This is an optimization exercise on Yosys and OpenROAD, whose aim is small area, a short achievable clock period and few clock cycles per item, not a production implementation. At most, simulation tests tie the RTL to the original design; equivalence was not proved. Power is estimated from default activity; no workload was simulated.

== cedar ==
// si4464_rf_encoder
module si4464_rf_encoder #(
    parameter [31:0] FREQ_MIN_HZ    = 32'd400000000,
    parameter [31:0] FREQ_MAX_HZ    = 32'd406000000,
    parameter [31:0] BAND_MID_HZ    = 32'd403000000,
    parameter [7:0]  INT_LOW        = 8'd61,
    parameter [7:0]  INT_HIGH       = 8'd62,
    parameter [31:0] REF_DIVISOR_HZ = 32'd6500000,
    parameter [31:0] XTAL_FREQ_HZ   = 32'd26000000
) (
    input  wire        clk,
    input  wire        rst,         
    input  wire        in_valid,
    output wire        in_ready,
    input  wire [63:0] in_word,     
    input  wire [31:0] in_rb,       
    output reg         out_valid,
    input  wire        out_ready,
    output wire [3:0]  out_status,  
    output wire [2:0]  out_len,     
    output wire [39:0] out_data     
);
For scale: about 820 cells after synthesis, ~110 flip-flops, about 150 I/O pins.
==> flow/config.mk <==
export PLATFORM = sky130hd
export DESIGN_NAME = si4464_rf_encoder
export DESIGN_NICKNAME = si4464_rf_encoder
export VERILOG_FILES = /design/flow/design.v
export SDC_FILE = /design/flow/constraint.sdc
export NUM_CORES = 4
export LEC_CHECK = 0
export CAP_MARGIN = 20
export CORE_MARGIN = 2
export CORE_UTILIZATION = 40
export PLACE_DENSITY = 0.6
export SLEW_MARGIN = 20
export SYNTH_HIERARCHICAL = 1
==> flow/constraint.sdc <==
create_clock -name core_clock -period 70.0 [get_ports {clk}]
set_input_delay 14.0000 -clock core_clock [delete_from_list [all_inputs] [get_ports {clk}]]
set_output_delay 14.0000 -clock core_clock [all_outputs]
set_load 0.01 [all_outputs]
standard.sh (not shown) runs the stock make flow with config.mk's settings and CLKGATE_MAP_FILE= SYNTH_SCRIPT=/design/flow/synth_recipe.tcl, a recipe that flattens the netlist after the stock synthesis.
==> flow/flow/run.sh <==
#!/bin/bash
# The standard layout: the standard.sh runs every ORFS step from
# synthesis to finish (its output is in standard.log, each tool's own log in
# orfs/logs/). Two settings differ from the defaults:
#  - the buffer ORFS puts on every input and output port is buf_1, the
#    smallest buffer, instead of clkdlybuf4s50_1;
#  - clock tree synthesis uses clkbuf_8 below a clkbuf_16 root and inserts
#    no dummy loads.
set -euo pipefail
export BUFFER_PORTS_ARGS="-buffer_cell sky130_fd_sc_hd__buf_1"
export CTS_ARGS="-sink_clustering_enable -repair_clock_nets -dont_use_dummy_load -buf_list sky130_fd_sc_hd__clkbuf_8 -root_buf sky130_fd_sc_hd__clkbuf_16"
bash standard.sh > standard.log 2>&1
What indigo does differently from cedar at the input level:
--- a/flow/design.v
+++ b/flow/design.v
@@ -710,21 +710,21 @@
     wire s42, c43;
     si4464_fa u_r42 (.a(a42), .b(b42), .c(c42), .s(s42), .co(c43));
     wire s43, c44;
     si4464_fa u_r43 (.a(a43), .b(b43), .c(c43), .s(s43), .co(c44));
     wire s44 = a44 ^ b44 ^ c44;
     wire [24:0] sum = {s44, s43, s42, s41, s40, s39, s38, s37, s36, s35, s34, s33, s32, s31, s30, s29, s28, s27, s26, s25, s24, s23, s22, s21, s20};
     wire        f_ok = s1_freq && s1_band && !sum[24];
     wire [1:0]  res_kind = f_ok ? 2'd0 : s1_dr ? 2'd1 : s1_freq ? 2'd2 : 2'd3;
     wire [26:0] res = {res_kind, !low, sum[23:0]};
     reg [26:0] h, k;
-    reg        h_fok, h_nfok, h_dok, h_ndok, h_fbad;
+    reg        h_fok, h_nfok, h_dok, h_ndok, h_ok, h_fbad, h_ill;
     reg        k_valid, in_rdy;
     assign in_ready = in_rdy;
     wire take   = out_valid && out_ready;
     wire accept = in_valid && in_rdy;
     wire full   = out_valid && k_valid;
     wire move   = s1_valid && !full;        
     wire s1_en  = !(s1_valid && full);      
     wire h_en   = !out_valid || take;
     wire s1_valid_nx = s1_en ? accept : 1'b1;
     wire out_valid_nx = h_en ? (k_valid || move) : 1'b1;
@@ -755,29 +755,29 @@
     wire [26:0] h_src  = k_valid ? k : res;
     wire [1:0]  h_kind = h_src[26:25];
     always @(posedge clk) begin
         if (!k_valid) k <= res;
         if (h_en) begin
             h      <= h_src;
             h_fok  <= (h_kind == 2'd0);
             h_nfok <= (h_kind != 2'd0);
             h_dok  <= (h_kind == 2'd1);
             h_ndok <= (h_kind != 2'd1);
+            h_ok   <= !h_kind[1];
             h_fbad <= (h_kind == 2'd2);
+            h_ill  <= (h_kind == 2'd3);
         end
     end
     wire        r_nhi  = h[24];
     wire [23:0] v      = h[23:0];
-    wire        r_nok = h_nfok && h_ndok;           
-    wire        r_ill = r_nok && !h_fbad;
-    assign out_status = {r_ill, r_ill, h_fbad, r_nok};
-    assign out_len    = {h_fok, h_dok, !r_nok};
+    assign out_status = {h_ill, h_ill, h_fbad, !h_ok};
+    assign out_len    = {h_fok, h_dok, h_ok};
     assign out_data[39:32] = {1'b0, h_dok && v[21], h_fok || (h_dok && v[20]),
                               h_fok || (h_dok && v[19]), h_fok || (h_dok && v[18]),
                               h_fok || (h_dok && v[17]), h_dok && v[16],
                               (h_fok && r_nhi) || (h_dok && v[15])};
     assign out_data[31:24] = h_dok ? v[14:7] : 8'd0;
     assign out_data[23:16] = (h_fok ? v[23:16] : 8'd0) | (!h_ndok ? {v[6:0], 1'b0} : 8'd0);
     assign out_data[15:0]  = !h_nfok ? v[15:0] : 16'd0;
 endmodule
 module si4464_fa (input wire a, input wire b, input wire c,
                   output wire s, output wire co);
Notes after the runs:
| relative contribution of sequential cells to total power | indigo vs cedar | 0.9 points lower |. In the tables for cedar and indigo, minimum hold slack reads higher with cedar. Sequential-cell power consumption of cedar is on par with indigo. indigo reports a higher power density over the cells than cedar does. | post-place setup slack | indigo vs cedar | 180 ps lower |.
Testbench counts of indigo, summed over its fixed seeds: cycles 16,016, items 16,000.
Only the layout flow was run in cedar; the RTL was not checked for function there.

[static timing again, ports no longer ideal]
How much do the figures lean on ideal ports? The routed layouts below were timed once more, with nothing changed but the port constraints. Step 1 sets driving cells, clkbuf_16 on the clock port and buf_2 on the other inputs (assumed; they add their load-dependent delay and slew). Step 2 moves the port delays by t, midway between the first and last clock arrival at a register: inputs arrive t later, outputs are due t later. That takes back most of the time a late clock gives input paths. Three values: ideal, step 1, step 2; two values: the first two.
| run | t (ns) | slack for setup (ns) | latest minus earliest clock arrival (ns) |
|---|---|---|---|
| cedar | 0.399 | 54.447 / 54.402 / 54.459 | 0.023 / 0.023 |
| indigo | 0.402 | 54.595 / 54.548 / 54.331 | 0.036 / 0.035 |
After both steps every run listed still meets setup and hold. The setup slack of indigo, which loses most, moves by -0.047 ns with the drivers and by -0.264 ns with both steps.
